This design comes from an exercise in tuning for small area on the open sky130 flow, not from production work.
Function was checked by simulation only, so behaviour that the tests miss may differ from the original.
No activity file was given, so power comes from the tool's default toggle rates.

==> flow/design.v <==
module cppemu_core (
    input  wire         clk,
    input  wire         rst,           
    input  wire         run,           
    input  wire [32:0]  prog_len,      
    output wire [31:0]  imem_addr,     
    input  wire [31:0]  imem_rdata,    
    input  wire         pl_we,         
    input  wire [4:0]   pl_sel,        
    input  wire [31:0]  pl_wdata,
    output wire [511:0] dbg_regs,      
    output wire [3:0]   dbg_nzcv,
    output wire         halted,
    output wire [2:0]   step_status,
    output wire [31:0]  step_index,
    output wire [31:0]  step_word
);
    localparam [2:0] ST_EXEC      = 3'd0;
    localparam [2:0] ST_COND_FAIL = 3'd1;
    localparam [2:0] ST_ADC_R15   = 3'd2;
    localparam [2:0] ST_UNDECODED = 3'd3;
    localparam [2:0] ST_HALT      = 3'd5;
    localparam [2:0] ST_NONE      = 3'd7;
    reg [31:0] x [0:15];
    reg        flag_n, flag_z, flag_c, flag_v;
    reg        halted_q;
    reg        started;
    reg [2:0]  last_status;
    reg [31:0] last_index;
    reg [31:0] last_word;
    wire [31:0] pc = x[15];
    wire [31:0] w      = imem_rdata;
    wire [3:0]  cond   = w[31:28];
    wire [1:0]  cls    = w[27:26];
    wire        i_bit  = w[25];
    wire        op4    = w[24];
    wire [2:0]  opc3   = w[23:21];
    wire        s_bit  = w[20];
    wire [3:0]  rn     = w[19:16];
    wire [3:0]  rd     = w[15:12];
    wire [3:0]  rm     = w[3:0];
    wire [31:0] imm32  = {20'd0, w[11:0]};
    wire dp_class = (cond != 4'hF) && (cls == 2'b00);
    wire is_and_r = dp_class && !i_bit && !op4 && (opc3 == 3'b000);
    wire is_add_r = dp_class && !i_bit && !op4 && (opc3 == 3'b100);
    wire is_adc_r = dp_class && !i_bit && !op4 && (opc3 == 3'b101);
    wire is_mov_r = dp_class && !i_bit &&  op4 && (opc3 == 3'b101);
    wire is_add_i = dp_class &&  i_bit && !op4 && (opc3 == 3'b100);
    wire is_mov_i = dp_class &&  i_bit &&  op4 && (opc3 == 3'b101);
    wire decoded = is_and_r | is_add_r | is_adc_r | is_mov_r | is_add_i | is_mov_i;
    reg cond_pass;
    always @(*) begin
        case (cond)
            4'd0:    cond_pass = flag_z;
            4'd1:    cond_pass = !flag_z;
            4'd2:    cond_pass = flag_c;
            4'd3:    cond_pass = !flag_c;
            4'd4:    cond_pass = flag_n;
            4'd5:    cond_pass = !flag_n;
            4'd6:    cond_pass = flag_v;
            4'd7:    cond_pass = !flag_v;
            4'd8:    cond_pass = flag_c && !flag_z;
            4'd9:    cond_pass = !flag_c || flag_z;
            4'd10:   cond_pass = (flag_n == flag_v);
            4'd11:   cond_pass = (flag_n != flag_v);
            4'd12:   cond_pass = (flag_n == flag_v) && !flag_z;
            4'd13:   cond_pass = (flag_n != flag_v) || flag_z;
            4'd14:   cond_pass = 1'b1;
            default: cond_pass = 1'b0;
        endcase
    end
    wire [31:0] rn_val = x[rn];
    wire [31:0] rm_val = x[rm];
    wire [31:0] add_a = (rn == 4'd15) ? pc + 32'd8 : rn_val;
    wire [31:0] add_b = is_add_i ? imm32 :
                        ((rm == 4'd15) ? pc + 32'd8 : rm_val);
    wire [31:0] add_res   = add_a + add_b;
    wire        add_carry = (add_res < add_a) || (add_res < add_b);
    wire [32:0] adc_sum   = {1'b0, rn_val} + {1'b0, rm_val} + {32'd0, flag_c};
    wire [31:0] adc_res   = adc_sum[31:0];
    wire        adc_carry = adc_sum[32];
    wire        adc_r15   = (rd == 4'd15) || (rn == 4'd15) || (rm == 4'd15);
    wire [31:0] and_res = rn_val & rm_val;
    reg [31:0] result;
    reg        wr_en;        
    reg        set_nz;
    reg        set_c;
    reg        set_v;
    reg        new_c;
    reg        new_v;
    reg [2:0]  status;
    always @(*) begin
        result = 32'd0;
        wr_en  = 1'b0;
        set_nz = 1'b0;
        set_c  = 1'b0;
        set_v  = 1'b0;
        new_c  = flag_c;
        new_v  = flag_v;
        status = ST_UNDECODED;
        if (decoded) begin
            if (!cond_pass) begin
                status = ST_COND_FAIL;
            end else if (is_add_r || is_add_i) begin
                result = add_res;
                wr_en  = 1'b1;
                set_nz = s_bit;
                set_c  = s_bit;
                set_v  = s_bit;
                new_c  = add_carry;
                new_v  = add_carry;
                status = ST_EXEC;
            end else if (is_adc_r) begin
                if (adc_r15) begin
                    status = ST_ADC_R15;
                end else begin
                    result = adc_res;
                    wr_en  = 1'b1;
                    set_nz = s_bit;
                    set_c  = s_bit;
                    set_v  = s_bit;
                    new_c  = adc_carry;
                    new_v  = adc_carry;
                    status = ST_EXEC;
                end
            end else if (is_and_r) begin
                result = and_res;
                wr_en  = 1'b1;
                set_nz = s_bit;
                set_v  = s_bit;
                new_v  = 1'b0;
                status = ST_EXEC;
            end else if (is_mov_r) begin
                result = rn_val;
                wr_en  = 1'b1;
                set_nz = s_bit;
                status = ST_EXEC;
            end else begin  
                result = imm32;
                wr_en  = 1'b1;
                status = ST_EXEC;
            end
        end
    end
    wire in_range = ({1'b0, pc} < prog_len);
    wire do_step  = !rst && run && !halted_q;
    wire do_pl    = !rst && !run && !started && pl_we;
    wire [31:0] pc_base = (wr_en && rd == 4'd15) ? result : pc;
    wire [31:0] pc_next = pc_base + 32'd1;
    integer k;
    always @(posedge clk) begin
        if (rst) begin
            for (k = 0; k < 16; k = k + 1)
                x[k] <= 32'd0;
            flag_n      <= 1'b0;
            flag_z      <= 1'b0;
            flag_c      <= 1'b0;
            flag_v      <= 1'b0;
            halted_q    <= 1'b0;
            started     <= 1'b0;
            last_status <= ST_NONE;
            last_index  <= 32'd0;
            last_word   <= 32'd0;
        end else if (do_step) begin
            started    <= 1'b1;
            last_index <= pc;
            if (!in_range) begin
                halted_q    <= 1'b1;
                last_word   <= 32'd0;
                last_status <= ST_HALT;
            end else begin
                last_word   <= w;
                last_status <= status;
                if (wr_en && rd != 4'd15)
                    x[rd] <= result;
                x[15] <= pc_next;
                if (set_nz) begin
                    flag_n <= result[31];
                    flag_z <= (result == 32'd0);
                end
                if (set_c)
                    flag_c <= new_c;
                if (set_v)
                    flag_v <= new_v;
            end
        end else if (do_pl) begin
            if (pl_sel <= 5'd14)
                x[pl_sel[3:0]] <= pl_wdata;
            else if (pl_sel == 5'd16)
                {flag_n, flag_z, flag_c, flag_v} <= pl_wdata[3:0];
        end
    end
    assign imem_addr = pc;
    genvar g;
    generate
        for (g = 0; g < 16; g = g + 1) begin : g_dbg
            assign dbg_regs[32*g +: 32] = x[g];
        end
    endgenerate
    assign dbg_nzcv    = {flag_n, flag_z, flag_c, flag_v};
    assign halted      = halted_q;
    assign step_status = last_status;
    assign step_index  = last_index;
    assign step_word   = last_word;
endmodule
==> flow/run.sh <==
#!/bin/bash
# synth_recipe.tcl (not shown) runs the flow's synth.tcl, then flattens the netlist and writes it again
# the make line also repeats each setting of config.mk as NAME=value (left out here)
make -C /OpenROAD-flow-scripts/flow DESIGN_CONFIG=/design/flow/config.mk WORK_HOME=/design/flow/orfs CLKGATE_MAP_FILE= SYNTH_SCRIPT=/design/flow/synth_recipe.tcl finish
==> flow/config.mk <==
export PLATFORM = sky130hd
export DESIGN_NAME = cppemu_core
export DESIGN_NICKNAME = cppemu_core
export VERILOG_FILES = /design/flow/design.v
export SDC_FILE = /design/flow/constraint.sdc
export NUM_CORES = 4
export LEC_CHECK = 0
export CAP_MARGIN = 20
export CORE_MARGIN = 2
export CORE_UTILIZATION = 40
export SLEW_MARGIN = 20
==> flow/constraint.sdc <==
create_clock -name core_clock -period 12.0 [get_ports {clk}]
set_input_delay 2.4000 -clock core_clock [delete_from_list [all_inputs] [get_ports {clk}]]
set_output_delay 2.4000 -clock core_clock [all_outputs]
set_load 0.01 [all_outputs]
==> run summary <==
# TYPE chip_impl_metric gauge
chip_impl_info{name="status",value="complete, no violations"} 1
chip_impl_metric{name="timing.final.ws_setup",unit="ns"} 2.63
chip_impl_metric{name="number_of_vias_per_cell_after_detailed_routing",unit=""} 6.46
chip_impl_metric{name="post_layout_nonfiller_instances",unit=""} 5608
chip_impl_info{name="worst_hold_path.endpoint",value="last_word[12]"} 1
chip_impl_metric{name="clock_latency",unit="ns"} 0.68
chip_impl_metric{name="1st_iter_drt_viols",unit=""} 5035
chip_impl_metric{name="port-buffer-count",unit=""} 721
chip_impl_metric{name="fin_worst_skew",unit="ns"} 0.0417
chip_impl_metric{name="ys_async_sr_fraction",unit="%"} 0
chip_impl_metric{name="power.density",unit="nW/um^2"} 125
chip_impl_metric{name="dieHeight",unit="um"} 320
chip_impl_info{name="hold_class",value="reg -> reg"} 1
chip_impl_metric{name="setup_violations",unit=""} 0
chip_impl_info{name="critPathSlowestCell",value="sky130_fd_sc_hd__clkdlybuf4s50_1"} 1
chip_impl_metric{name="dpl_worst_slack",unit="ns"} 2.08
chip_impl_metric{name="critical_path.max_fanout",unit=""} 15
chip_impl_metric{name="multi_input_comb_area",unit="um^2"} 21200
chip_impl_metric{name="report.final.slew_viol_count",unit=""} 0
chip_impl_info{name="timing.hold.worst.start",value="last_word[12]"} 1
chip_impl_metric{name="worst-endpoint-required",unit="ns"} 12.49
chip_impl_metric{name="drt_drc_violations_left",unit=""} 0
chip_impl_metric{name="finalHoldViolCount",unit=""} 0
chip_impl_metric{name="leak_pwr",unit="nW"} 18.0
chip_impl_metric{name="antenna_found_initial",unit=""} 14
chip_impl_metric{name="clk_pin_slew",unit="ns"} 0.06
chip_impl_metric{name="numPlacedInstances",unit=""} 5475
chip_impl_info{name="worst_setup_sp_type",value="input pin"} 1
chip_impl_metric{name="cts_max_level",unit=""} 3
chip_impl_metric{name="switching_share",unit="%"} 32.6
chip_impl_metric{name="timing.hold.worst_path_depth",unit=""} 2
chip_impl_metric{name="final.period_utilization",unit="%"} 78.1
chip_impl_info{name="post-synth-top-area-cell",value="sky130_fd_sc_hd__edfxtp_1"} 1
chip_impl_metric{name="route.antenna.remaining_nets",unit=""} 0
chip_impl_info{name="root_buffer",value="sky130_fd_sc_hd__clkbuf_16"} 1
chip_impl_metric{name="drive_above_1_share",unit="%"} 14.4
chip_impl_metric{name="number_of_enable_type_register_cells_in_the_synthesized_netlist",unit=""} 512
chip_impl_metric{name="drt-pass1-iter-count",unit=""} 7
chip_impl_metric{name="ys_seq_elements",unit=""} 585
chip_impl_info{name="timing.rr.start",value="x[15][3]"} 1
chip_impl_metric{name="p_total",unit="W"} 0.00630
chip_impl_metric{name="hold_buffers_post_cts",unit=""} 0
chip_impl_metric{name="cpPeakStageDelay",unit="ns"} 0.67
chip_impl_info{name="most-common-layout-cells",value="712 x sky130_fd_sc_hd__clkdlybuf4s50_1, 646 x sky130_fd_sc_hd__nor2_1, 512 x sky130_fd_sc_hd__edfxtp_1, 286 x sky130_fd_sc_hd__mux4_2, 278 x sky130_fd_sc_hd__nand2_1"} 1
chip_impl_metric{name="nFillCells",unit=""} 8889
chip_impl_info{name="cp-end-kind",value="register"} 1
chip_impl_metric{name="grt_use_total",unit="%"} 37.0
chip_impl_metric{name="synth_cell_types",unit=""} 113
chip_impl_metric{name="p_clk_share",unit="%"} 34.4
chip_impl_info{name="yosys-top-cells-area",value="sky130_fd_sc_hd__edfxtp_1 39%, sky130_fd_sc_hd__mux4_2 16%, sky130_fd_sc_hd__nor2_1 6.1%"} 1
chip_impl_metric{name="routed_wire_length_per_instance",unit="um"} 34.5
chip_impl_metric{name="layout.area.seq",unit="um^2"} 16800
chip_impl_metric{name="flop_pwr_share",unit="%"} 38.3
chip_impl_metric{name="synthesis.yosys.warnings",unit=""} 1
chip_impl_metric{name="worst_ep_arrival_time",unit="ns"} 9.86
chip_impl_info{name="mostFrequentLayoutCell",value="sky130_fd_sc_hd__clkdlybuf4s50_1"} 1
chip_impl_metric{name="finalCoreUtilization",unit="%"} 51.2
chip_impl_metric{name="cts_post_setup_buffers_inserted",unit=""} 0
chip_impl_metric{name="maxCapViolations",unit=""} 0
chip_impl_metric{name="worst-slew-pin-transition",unit="ns"} 1.16
chip_impl_metric{name="post_synth_inst_count",unit=""} 3688
chip_impl_metric{name="min_period",unit="ns"} 9.37
chip_impl_metric{name="rows",unit=""} 115
chip_impl_metric{name="floorplan.core_area",unit="um^2"} 98600
chip_impl_metric{name="post_cts_resized",unit=""} 0
chip_impl_metric{name="cts.sinks",unit=""} 585
chip_impl_info{name="critical_path.reg2reg.endpoint",value="flag_c"} 1
chip_impl_metric{name="first_global_vias",unit=""} 34442
chip_impl_info{name="timing.setup.critical_path_class",value="in -> reg"} 1
chip_impl_metric{name="synth.cell_area",unit="um^2"} 39900
chip_impl_metric{name="grt_pass1_wl",unit="um"} 268000
chip_impl_metric{name="start_util",unit="%"} 40.5
chip_impl_metric{name="synth_seq_area_share",unit="%"} 42.2
chip_impl_metric{name="area_growth_syn_to_layout",unit="%"} 26.5
chip_impl_info{name="cts_tree",value="built"} 1
chip_impl_metric{name="cts.path.max_buffers",unit=""} 3
chip_impl_info{name="synthFlopType",value="sky130_fd_sc_hd__edfxtp_1"} 1
chip_impl_metric{name="ir_worst_vdd",unit="mV"} 0.0853
chip_impl_metric{name="grt_start_max_net_pins",unit=""} 73
chip_impl_metric{name="die_area",unit="um^2"} 102000
chip_impl_metric{name="net_sw_power",unit="W"} 0.00205
chip_impl_metric{name="p_int",unit="W"} 0.00424
chip_impl_metric{name="dp_hpwl",unit="um"} 141000
chip_impl_metric{name="r2r.worst_path.cells",unit=""} 27
chip_impl_metric{name="vias",unit=""} 36228
chip_impl_metric{name="chip_width",unit="um"} 320
chip_impl_metric{name="design.final.nets",unit=""} 4516
chip_impl_metric{name="number_of_cts_inserted_buffers",unit=""} 70
chip_impl_metric{name="timing.fmax",unit="MHz"} 107
chip_impl_metric{name="worst_slew_margin_relative_to_its_limit",unit="%"} 20.9
chip_impl_metric{name="setup-tns-final",unit="ns"} 0
chip_impl_metric{name="totalWireLength",unit="um"} 194000
chip_impl_metric{name="grt_remaining_overflow",unit=""} 0
chip_impl_metric{name="synth_largest_type_area_fraction",unit="%"} 38.6
chip_impl_metric{name="top_level_ports",unit=""} 722
chip_impl_metric{name="reg2reg_slack",unit="ns"} 4.39
chip_impl_metric{name="synthesis.area_per_instance",unit="um^2"} 10.8
chip_impl_info{name="unrepaired_setup_endpoints_after_global_routing",value="no"} 1
chip_impl_metric{name="comb_power_share",unit="%"} 27.3
chip_impl_metric{name="globalplace.congestion",unit=""} 0.985
chip_impl_metric{name="synth_nets",unit=""} 3944
## state kept, by name, summed over array words and instances (netlist names)
name and cells:
flag_c 1, flag_n 1, flag_v 1, flag_z 1, halted_q 1, last_index 32
last_status 3, last_word 32, started 1, x 512
## power by group through the flow
stage                     clock network, W  registers [W]  logic [W]
after CTS                          0.00218        0.00241    0.00168
after global routing               0.00225        0.00242    0.00183
after detailed placement                 0        0.00245    0.00167
after global placement                   0        0.00245    0.00168
final                              0.00217        0.00241    0.00172
after floorplan                          0        0.00243    0.00102
## layer usage
| metal | track usage, % | vias up | routed length (um) |
|---|---|---|---|
| met5 | 0 | - | 77 |
| met2 | 56.1 | 2785 | 84800 |
| met3 | 13.1 | 491 | 27800 |
| met1 | 48.4 | 17952 | 72000 |
| met4 | 14.9 | 14 | 8950 |
| li1 | - | 14986 | - |
## logic make-up after synthesis
logic type,Yosys count,synth area share (%)
buf+inv,454,5.18
fa+ha+maj,157,4.94
compound gates,671,11.6
mux,369,18.4
flops,585,42.2
simple gates,1357,15.6
xor+xnor,95,2.09
## through the flow
stage / instance area, um^2 / hold slack, ns
after global placement: 48100 / 0.439
after detailed placement: 48100 / 0.445
after global routing: 50400 / 0.461
after CTS: 50400 / 0.451
final: 50400 / 0.451
after floorplan: 39900 / 0.446
## worst max-delay path by stage
stage,startpoint,end
floorplan,imem_rdata[0],flag_c
global placement,imem_rdata[31],flag_c
detailed placement,imem_rdata[30],flag_c
CTS,imem_rdata[30],flag_c
global route,imem_rdata[31],flag_c
finish,imem_rdata[31],flag_c
## synth_stat cells, types with 11 or more instances
| master | instances |
|---|---|
| sky130_fd_sc_hd__a211oi_1 | 35 |
| sky130_fd_sc_hd__a21o_1 | 51 |
| sky130_fd_sc_hd__a21oi_1 | 185 |
| sky130_fd_sc_hd__a221oi_1 | 19 |
| sky130_fd_sc_hd__a31oi_1 | 16 |
| sky130_fd_sc_hd__and2_1 | 26 |
| sky130_fd_sc_hd__and3_1 | 22 |
| sky130_fd_sc_hd__and4_1 | 12 |
| sky130_fd_sc_hd__buf_1 | 34 |
| sky130_fd_sc_hd__buf_2 | 49 |
| sky130_fd_sc_hd__buf_4 | 68 |
| sky130_fd_sc_hd__clkbuf_1 | 173 |
| sky130_fd_sc_hd__dfxtp_1 | 73 |
| sky130_fd_sc_hd__edfxtp_1 | 512 |
| sky130_fd_sc_hd__ha_1 | 147 |
| sky130_fd_sc_hd__inv_1 | 123 |
| sky130_fd_sc_hd__mux2i_1 | 72 |
| sky130_fd_sc_hd__mux4_2 | 286 |
| sky130_fd_sc_hd__nand2_1 | 294 |
| sky130_fd_sc_hd__nand2b_1 | 38 |
| sky130_fd_sc_hd__nand3_1 | 82 |
| sky130_fd_sc_hd__nand3b_1 | 38 |
| sky130_fd_sc_hd__nand4_1 | 28 |
| sky130_fd_sc_hd__nor2_1 | 647 |
| sky130_fd_sc_hd__nor2b_1 | 21 |
| sky130_fd_sc_hd__nor3_1 | 57 |
| sky130_fd_sc_hd__nor4_1 | 18 |
| sky130_fd_sc_hd__o2111ai_1 | 11 |
| sky130_fd_sc_hd__o211ai_1 | 22 |
| sky130_fd_sc_hd__o21a_1 | 32 |
| sky130_fd_sc_hd__o21ai_0 | 117 |
| sky130_fd_sc_hd__o22ai_1 | 22 |
| sky130_fd_sc_hd__o31ai_1 | 20 |
| sky130_fd_sc_hd__or2_2 | 18 |
| sky130_fd_sc_hd__or3_1 | 16 |
| sky130_fd_sc_hd__xnor2_1 | 59 |
| sky130_fd_sc_hd__xor2_1 | 36 |
## worst max-delay path: cells and delay by family
| family | cells | cell delay [ns] |
|---|---|---|
| AO/OA/AOI/OAI | 10 | 2.69 |
| adder cells (fa/ha/maj) | 3 | 0.96 |
| XOR/XNOR | 1 | 0.15 |
| AND/OR/NAND/NOR | 13 | 2.89 |
| buffers and inverters | 2 | 0.73 |
## cell type report
class / instances / share of cell area [%]
clock inverter: 41 / 0.841
timing repair buffer: 829 / 15.9
tap: 1287 / 3.19
multi-input combinational: 2649 / 42.0
clock buffer: 85 / 3.65
inverter: 125 / 0.930
antenna: 7 / 0.0347
sequential: 585 / 33.4

-- afterwards: timing with drivers on the ports --
The flow's constraints put no driver on any port. The routed layout listed below was extracted and timed again, unchanged, in two steps. Step 1: set_driving_cell puts a clkbuf_16 on clk and a buf_2 on each other input, an assumption about the parent block. Step 2 adds t to the input delays and takes it off the output delays; t is the mean of the earliest and latest rising clock arrival at the registers after step 1. Input paths then give back, and output paths get back, about the clock's delay inside the block. a / b / c = ideal ports / drivers / drivers and shift; a / b = the first two.
t, ns: 0.728
slack for setup (ns): 2.634 / 2.674 / 1.946
worst setup path at the end: input to register
latest minus earliest clock arrival (ns): 0.041 / 0.042
worst slew at a driven data input, ns: 0.19
After both steps this run still meets setup and hold. The setup slack of this run moves by +0.040 ns with the drivers and by -0.688 ns with both steps.
